Source: an optimization exercise on an open RTL-to-GDS flow (aim: small area). Production flows keep margins and buffers that such runs may drop.
Function was checked by simulation only, so behaviour that the tests miss may differ from the original.
Power figures rest on the tool's default switching activity, not on a simulated workload.

### flow/config.mk
export PLATFORM = sky130hd
export DESIGN_NAME = ocelot_core
export DESIGN_NICKNAME = ocelot_core
export VERILOG_FILES = /design/flow/design.v
export SDC_FILE = /design/flow/constraint.sdc
export NUM_CORES = 4
export LEC_CHECK = 0
export CAP_MARGIN = 20
export CORE_MARGIN = 2
export CORE_UTILIZATION = 40
export SLEW_MARGIN = 20
### flow/constraint.sdc
create_clock -name core_clock -period 12.0 [get_ports {clk}]
set_input_delay 2.4000 -clock core_clock [delete_from_list [all_inputs] [get_ports {clk}]]
set_output_delay 2.4000 -clock core_clock [all_outputs]
set_load 0.01 [all_outputs]
### flow/design.v
module ocelot_crc8 (
    input  wire [39:0] bytes,    
    output wire [7:0]  crc
);
    localparam [7:0] POLY = 8'h1D;
    function automatic [7:0] crc_step(input [7:0] c, input [7:0] b);
        integer k;
        reg [7:0] r;
        begin
            r = c ^ b;
            for (k = 0; k < 8; k = k + 1)
                r = r[7] ? ((r << 1) ^ POLY) : (r << 1);
            crc_step = r;
        end
    endfunction
    wire [7:0] c1 = crc_step(8'h00, bytes[7:0]);
    wire [7:0] c2 = crc_step(c1, bytes[15:8]);
    wire [7:0] c3 = crc_step(c2, bytes[23:16]);
    wire [7:0] c4 = crc_step(c3, bytes[31:24]);
    wire [7:0] c5 = crc_step(c4, bytes[39:32]);
    assign crc = c5;
endmodule
module ocelot_blend (
    input  wire        div_mode,
    input  wire [15:0] thresh,
    input  wire        no_fault,
    input  wire [15:0] c0,
    input  wire [15:0] c1,
    input  wire [15:0] p0,
    input  wire [15:0] p1,
    output reg  [15:0] o0,
    output reg  [15:0] o1
);
    wire [15:0] magnitude = (p0 >= p1) ? (p0 - p1) : (p1 - p0);
    wire        override  = (magnitude > thresh);
    always @(*) begin
        if (!div_mode) begin
            if (no_fault) begin
                o0 = (c0 > p0) ? c0 : p0;
                o1 = (c1 > p1) ? c1 : p1;
            end else begin
                o0 = p0;
                o1 = p1;
            end
        end else begin
            if (override) begin
                o0 = p0;
                o1 = p1;
            end else if (no_fault) begin
                o0 = c1;
                o1 = c0;
            end else begin
                o0 = p0;
                o1 = p1;
            end
        end
    end
endmodule
module ocelot_core (
    input  wire        clk,
    input  wire        rst,
    input  wire [2:0]  ev,           
    input  wire [63:0] rx_data,      
    input  wire [15:0] ain0,         
    input  wire [15:0] ain1,         
    input  wire        cfg_div,      
    input  wire [15:0] cfg_thresh,   
    output reg  [15:0] out0,         
    output reg  [15:0] out1,         
    output reg  [1:0]  aout_wr,      
    output reg         feed,         
    output reg         tx_valid,     
    output reg  [47:0] tx_frame,     
    output reg         relay,        
    output reg         relay_wr,     
    output reg         led,          
    output reg         buserr_clr,   
    output reg         reset_req,    
    output reg         reset_kind,   
    output wire [3:0]  state         
);
    localparam [2:0] EV_RX     = 3'd1;
    localparam [2:0] EV_BUSERR = 3'd2;
    localparam [2:0] EV_TICK   = 3'd3;
    localparam [2:0] EV_LOOP   = 3'd4;
    localparam [2:0] EV_DRAIN  = 3'd5;
    localparam [2:0] EV_LSTEP  = 3'd6;
    localparam [3:0] S_NO_FAULT       = 4'd0;
    localparam [3:0] S_STARTUP        = 4'd1;
    localparam [3:0] S_SEND           = 4'd3;
    localparam [3:0] S_BUS_ERROR      = 4'd4;
    localparam [3:0] S_TIMEOUT        = 4'd5;
    localparam [3:0] S_BAD_CHECKSUM   = 4'd6;
    localparam [3:0] S_INVALID_CHECK  = 4'd7;
    localparam [31:0] TIMEOUT_THRESHOLD = 32'd5;
    localparam [63:0] MAGIC_A = 64'hBEBAFECAEFBEADDE;
    localparam [63:0] MAGIC_B = 64'h07B040A5F107E10C;
    reg  [3:0]  safety_state;
    reg  [15:0] cmd_value0, cmd_value1;
    reg  [3:0]  current_index;
    reg  [31:0] timeout_counter;
    reg  [15:0] pdl0, pdl1;
    reg  [3:0]  pkt_idx;
    reg         tx_slot_busy;
    reg         halted;
    reg  [2:0]  loop_phase;
    reg  [3:0]  lp_state;
    reg  [15:0] lp_c0, lp_c1;
    assign state = safety_state;
    wire [7:0]  rx_crc;
    ocelot_crc8 u_rx_crc (.bytes(rx_data[47:8]), .crc(rx_crc));
    wire        rx_magic_a = (rx_data == MAGIC_A);
    wire        rx_magic_b = (rx_data == MAGIC_B);
    wire        rx_ok      = (rx_crc == rx_data[7:0]);
    wire [15:0] rx_value0  = rx_data[23:8];
    wire [15:0] rx_value1  = rx_data[39:24];
    wire        rx_enable  = rx_data[47];
    wire [3:0]  rx_index   = rx_data[43:40];
    wire        rx_cont    = ((current_index + 4'd1) == rx_index);
    wire [39:0] tx_body = {safety_state, pkt_idx, pdl1, pdl0};
    wire [7:0]  tx_crc;
    ocelot_crc8 u_tx_crc (.bytes(tx_body), .crc(tx_crc));
    wire [31:0] tmo_next = (timeout_counter < TIMEOUT_THRESHOLD) ? timeout_counter + 32'd1
                                                                 : timeout_counter;
    wire        tmo_expire = (tmo_next >= TIMEOUT_THRESHOLD);
    wire [15:0] loop_o0, loop_o1;
    ocelot_blend u_loop_blend (
        .div_mode(cfg_div), .thresh(cfg_thresh),
        .no_fault(safety_state == S_NO_FAULT),
        .c0(cmd_value0), .c1(cmd_value1), .p0(ain0), .p1(ain1),
        .o0(loop_o0), .o1(loop_o1)
    );
    wire [15:0] step_o0, step_o1;
    ocelot_blend u_step_blend (
        .div_mode(cfg_div), .thresh(cfg_thresh),
        .no_fault(lp_state == S_NO_FAULT),
        .c0(lp_c0), .c1(lp_c1), .p0(pdl0), .p1(pdl1),
        .o0(step_o0), .o1(step_o1)
    );
    always @(posedge clk) begin
        aout_wr    <= 2'b00;
        feed       <= 1'b0;
        tx_valid   <= 1'b0;
        relay_wr   <= 1'b0;
        buserr_clr <= 1'b0;
        reset_req  <= 1'b0;
        if (rst) begin
            safety_state    <= S_STARTUP;
            relay           <= 1'b0;
            relay_wr        <= 1'b1;
            cmd_value0      <= 16'd0;
            cmd_value1      <= 16'd0;
            current_index   <= 4'd0;
            timeout_counter <= 32'd0;
            pdl0            <= 16'd0;
            pdl1            <= 16'd0;
            pkt_idx         <= 4'd0;
            led             <= 1'b0;
            tx_slot_busy    <= 1'b0;
            halted          <= 1'b0;
            reset_kind      <= 1'b0;
            loop_phase      <= 3'd0;
        end else if (!halted) begin
            case (ev)
                EV_RX: begin
                    if (rx_magic_a || rx_magic_b) begin
                        reset_req  <= 1'b1;
                        reset_kind <= rx_magic_b;
                        halted     <= 1'b1;
                    end else if (!rx_ok) begin
                        safety_state <= S_BAD_CHECKSUM;
                    end else begin
                        if (rx_cont) begin
                            if (rx_enable) begin
                                cmd_value0 <= rx_value0;
                                cmd_value1 <= rx_value1;
                                relay      <= 1'b1;
                                relay_wr   <= 1'b1;
                            end else begin
                                relay      <= 1'b0;
                                relay_wr   <= 1'b1;
                                cmd_value0 <= 16'd0;
                                cmd_value1 <= 16'd0;
                                if (rx_value0 == 16'd0 && rx_value1 == 16'd0)
                                    safety_state <= S_NO_FAULT;
                                else
                                    safety_state <= S_INVALID_CHECK;
                            end
                            timeout_counter <= 32'd0;
                        end
                        current_index <= rx_index;
                    end
                end
                EV_BUSERR: begin
                    safety_state <= S_BUS_ERROR;
                    buserr_clr   <= 1'b1;
                end
                EV_TICK: begin
                    if (tx_slot_busy) begin
                        safety_state <= S_SEND;
                    end else begin
                        tx_frame     <= {tx_body, tx_crc};
                        tx_valid     <= 1'b1;
                        tx_slot_busy <= 1'b1;
                    end
                    pkt_idx <= pkt_idx + 4'd1;
                    led     <= ~led;
                    timeout_counter <= tmo_next;
                    if (tmo_expire) begin
                        safety_state <= S_TIMEOUT;
                        relay        <= 1'b0;
                        relay_wr     <= 1'b1;
                    end
                end
                EV_LOOP: begin
                    pdl0       <= ain0;
                    pdl1       <= ain1;
                    out0       <= loop_o0;
                    out1       <= loop_o1;
                    aout_wr    <= 2'b11;
                    feed       <= 1'b1;
                    loop_phase <= 3'd0;
                end
                EV_DRAIN: begin
                    tx_slot_busy <= 1'b0;
                end
                EV_LSTEP: begin
                    case (loop_phase)
                        3'd0: pdl0     <= ain0;
                        3'd1: pdl1     <= ain1;
                        3'd2: lp_state <= safety_state;
                        3'd3: lp_c0    <= cmd_value0;
                        3'd4: lp_c1    <= cmd_value1;
                        3'd5: begin
                            out0       <= step_o0;
                            aout_wr[0] <= 1'b1;
                        end
                        3'd6: begin
                            out1       <= step_o1;
                            aout_wr[1] <= 1'b1;
                        end
                        default: feed  <= 1'b1;
                    endcase
                    loop_phase <= loop_phase + 3'd1;
                end
                default: ;
            endcase
        end
    end
endmodule
### flow/run.sh
#!/bin/bash
# synth_recipe.tcl (not shown) runs the flow's synth.tcl, then flattens the netlist and writes it again
# the make line also repeats each setting of config.mk as NAME=value (left out here)
make -C /OpenROAD-flow-scripts/flow DESIGN_CONFIG=/design/flow/config.mk WORK_HOME=/design/flow/orfs CLKGATE_MAP_FILE= SYNTH_SCRIPT=/design/flow/synth_recipe.tcl finish
==> impl_metrics.env <==
export IMPL_synth_flop_cell="dfxtp_1"
export IMPL_drtAntennaViolNets=0
export IMPL_drive_gt1_share_pct=5.255
export IMPL_cts_tree="yes"
export IMPL_cts_resized=0
export IMPL_cts_clk_slew_worst_paths_ns=0.06
export IMPL_grt_busiest_layer="met2"
export IMPL_synth_seq_cells=236
export IMPL_ir_drop_mv=0.2661
export IMPL_place_area_um2=20060
export IMPL_row_count=76
export IMPL_cts_buffer_depth=3
export IMPL_synthTopCellsByArea="edfxtp_1 (20%), dfxtp_1 (14%), ha_1 (12%)"
export IMPL_r2r_start="pdl1[1]$_SDFFE_PP0P_"
export IMPL_met1_usage_pct=37.02
export IMPL_async_flop_share_pct=0
export IMPL_cts_buffers=28
export IMPL_max_stage_delay_ns=0.68
export IMPL_clock_power_share_pct=21.2
export IMPL_synth_compound_area_share_pct=16.45
export IMPL_antenna_found_initial=1
export IMPL_status="no timing/DRC/antenna violations"
export IMPL_cap_violations=0
export IMPL_num_vias=14769
export IMPL_synth_cell_types=71
export IMPL_vias_per_cell=5.635
export IMPL_grt_pass1_wl_um=91460
export IMPL_tightest_slew_ns=0.9121
export IMPL_grt_pass1_vias=14308
export IMPL_ios=212
export IMPL_synth_xor_area_share_pct=17.19
export IMPL_num_fill_cells=4113
export IMPL_crit_top_cell="o21a_1"
export IMPL_hold_viol_final=0
export IMPL_coreArea_um2=42980
export IMPL_place_gp_congestion=0.9661
export IMPL_synth_mux_area_share_pct=1.783
export IMPL_finalMaxSlewViolations=0
export IMPL_crit_arrival_ns=9.72
export IMPL_h_tree_depth=1
export IMPL_fin_skew_ns=0.02084
export IMPL_seqPwrFrac_pct=23.5
export IMPL_slew_headroom_pct=38.63
export IMPL_clock_fmax_ghz=0.1071
export IMPL_routedWlPerCell_um=23.78
export IMPL_p_switching_w=0.001464
export IMPL_die_y_um=212.6
export IMPL_routed_wl_um=62320
export IMPL_gr_total_overflow=0
export IMPL_setup_tns_final_ns=0
export IMPL_p_per_area_nw_per_um2=194.7
export IMPL_synth_top_family_by_area="XOR/XNOR gates"
export IMPL_clockRootBuffer="clkbuf_16"
export IMPL_dr_pass1_iters=5
export IMPL_grtUsageMet3_pct=4.003
export IMPL_crit_fanout=34
export IMPL_yosysTopAreaCellShare_pct=19.67
export IMPL_use_met2_pct=44.96
export IMPL_crit_type="primary input to flip-flop"
export IMPL_clk_latency_ns=0.57
export IMPL_io_buffers=209
export IMPL_post_cts_buffers=0
export IMPL_die_area_um2=45210
export IMPL_fin_area_um2=21030
export IMPL_finalCritPeriodShare_pct=77.79
export IMPL_drtIter0Drc=1272
export IMPL_swShare_pct=35.73
export IMPL_hold_buffers=0
export IMPL_rsz0062_at_grt="false"
export IMPL_leakage_nw=8.408
export IMPL_hpwlAfterDp_um=49590
export IMPL_hold_path_startpoint="timeout_counter[4]$_SDFFE_PP0P_"
export IMPL_period_needed_ns=9.335
export IMPL_yosysTopAreaCell="edfxtp_1"
export IMPL_synth_avg_cell_area_um2=9.471
export IMPL_cts_sinks=236
export IMPL_fin_nets=2303
export IMPL_crit_slowest_cell="nand2_1"
export IMPL_track_usage_pct=27.31
export IMPL_crit_path_end_kind="flip-flop"
export IMPL_die_x_um=212.6
export IMPL_synth_edf_count=114
export IMPL_critPathLaunch="ain0[0]"
export IMPL_worstPathRequired_ns=12.38
export IMPL_grt_max_degree=76
export IMPL_synth_simple_area_share_pct=13.47
export IMPL_synthCells=1838
export IMPL_synth_seq_area_share_pct=33.70
export IMPL_power_frac_comb_pct=55.3
export IMPL_start_kind="primary input"
export IMPL_p_int_w=0.002632
export IMPL_n_antenna_cell=0
export IMPL_start_util_pct=40.50
export IMPL_yosys_warnings=3
export IMPL_drc=0
export IMPL_syn2layout_area_growth_pct=20.82
export IMPL_worstHoldPathType="flip-flop to flip-flop"
export IMPL_synth_area_um2=17410
export IMPL_setup_viol=0
export IMPL_synth_adder_area_share_pct=12.46
metrics by stage:
stage	util, %	instances	hold slack, ns	setup WS, ns	total power, W
after floorplan	-	1839	0.4302	3.459	0.002827
after global placement	46.67	2568	0.4423	2.093	0.003204
after detailed placement	46.67	2568	0.4461	2.073	0.003241
after CTS	48.90	2620	0.4631	2.634	0.004116
after global routing	48.93	2621	0.4738	2.308	0.004344
final	48.93	2621	0.4602	2.665	0.004096
worst max-delay path: cells and delay by family:
kind | cells | cell delay (ns)
AO/OA/AOI/OAI | 20 | 3.59
buffers and inverters | 5 | 1.48
AND/OR/NAND/NOR | 4 | 0.96
adder cells (fa/ha/maj) | 3 | 0.84
multiplexers | 1 | 0.38
power by group through the flow:
stage	registers, W	clock network [W]	logic [W]
after global placement	0.000978	0	0.00223
after CTS	0.000961	0.000881	0.00227
after detailed placement	0.000978	0	0.00226
final	0.000961	0.000868	0.00227
after floorplan	0.000976	0	0.00185
after global routing	0.000962	0.000914	0.00247
kinds of logic (layout without fill, tap and decap cells):
group                    count (synthesis)  after routing
multiplexers                            30             30
other                                    1              2
XOR/XNOR                               273            273
AO/OA/AOI/OAI                          443            443
buffers and inverters                  214            411
AND/OR/NAND/NOR                        470            470
flip-flops                             236            236
adder cells (fa/ha/maj)                171            171
cell usage after synthesis, types with 5 or more instances:
cell type,instances
o21ai_0,41
xnor2_1,183
and3_1,7
a211oi_1,20
nand3_1,42
buf_2,11
xnor3_1,31
o21ai_1,8
nor2b_1,24
buf_4,5
and2_1,31
xor2_1,45
o21bai_1,15
nor3_1,26
o22a_1,16
o211ai_1,19
clkbuf_1,69
xor3_1,8
nand2_1,80
nor2_1,149
o22ai_1,37
o31ai_1,22
edfxtp_1,114
inv_1,126
a21o_1,51
mux2_2,8
a21oi_1,146
nand4_1,39
mux2i_1,22
o221ai_1,16
nor4_1,24
o21a_1,28
ha_1,167
nand2b_1,17
dfxtp_1,122
flip-flops by register name (all words and copies together) (netlist names), 2 cells and up:
name / count
cmd_value1: 16
pdl1: 16
lp_c0: 16
out0: 16
aout_wr: 2
pdl0: 16
lp_c1: 16
timeout_counter: 32
out1: 16
pkt_idx: 4
tx_frame: 47
loop_phase: 3
lp_state: 3
safety_state: 3
cmd_value0: 16
current_index: 4
area by class of cell:
class	instances	area, um^2	share of cell area (%)
clock buffers	43	893.4	4.247
flip-flops and latches	236	5866	27.89
well taps	585	732.0	3.480
multi-input cells	1389	10730	51.02
repair buffers	233	2273	10.81
inverters	126	473.0	2.249
clock inverters	9	65.06	0.3093
cell usage in the layout (no fill, tap or decap), types with 17 or more instances in the layout:
master           instances
xor2_1                  45
a21o_1                  51
nor2b_1                 24
inv_1                  126
ha_1                   167
o21a_1                  28
o21ai_0                 41
nor2_1                 148
clkdlybuf4s50_1        208
mux2i_1                 22
o211ai_1                19
clkbuf_16               31
o22ai_1                 37
nand4_1                 39
nand3_1                 42
xnor3_1                 31
nand2_1                 80
nor3_1                  25
and2_1                  32
buf_4                   24
a211oi_1                19
xnor2_1                183
edfxtp_1               114
a21oi_1                146
o31ai_1                 22
dfxtp_1                122
nor4_1                  23
nand2b_1                17
path summary, 6_finish.rpt:
path	depth (start not counted)	slack, ns	to
worst min register to register	1	0.46	timeout_counter[4]$_SDFFE_PP0P_
worst max-delay path	33	2.67	out0[12]$_DFFE_PP_
worst max register to register	29	3.88	out1[6]$_DFFE_PP_
worst min-delay path	1	0.46	timeout_counter[4]$_SDFFE_PP0P_
routing by layer:
layer	vias to the layer above	routed length [um]
met4	2	2200
met1	7055	26670
met2	668	29020
li1	6918	-
met5	-	13
met3	126	4421

[static timing again, ports no longer ideal]
In the flow no input, the clock included, has a driving cell. The finished layout below was timed again as built, in two steps. Step 1: set_driving_cell puts a clkbuf_16 on clk and a buf_2 on each other input, an assumption about the parent block. Step 2 moves the port delays by t, midway between the first and last clock arrival at a register: inputs arrive t later, outputs are due t later. That takes back most of the time a late clock gives input paths. Slacks: ideal / step 1 / step 2; pairs: ideal / step 1.
t (ns): 0.611
setup WS [ns]: 2.665 / 2.690 / 2.079
hold WS [ns]: 0.460 / 0.460 / 0.460
worst setup path after step 2: input to register
cell pins on the clock port's net: 1
After both steps setup and hold are still met in this run. For this run, drivers alone change the setup slack by +0.025 ns; drivers and shift together by -0.586 ns.
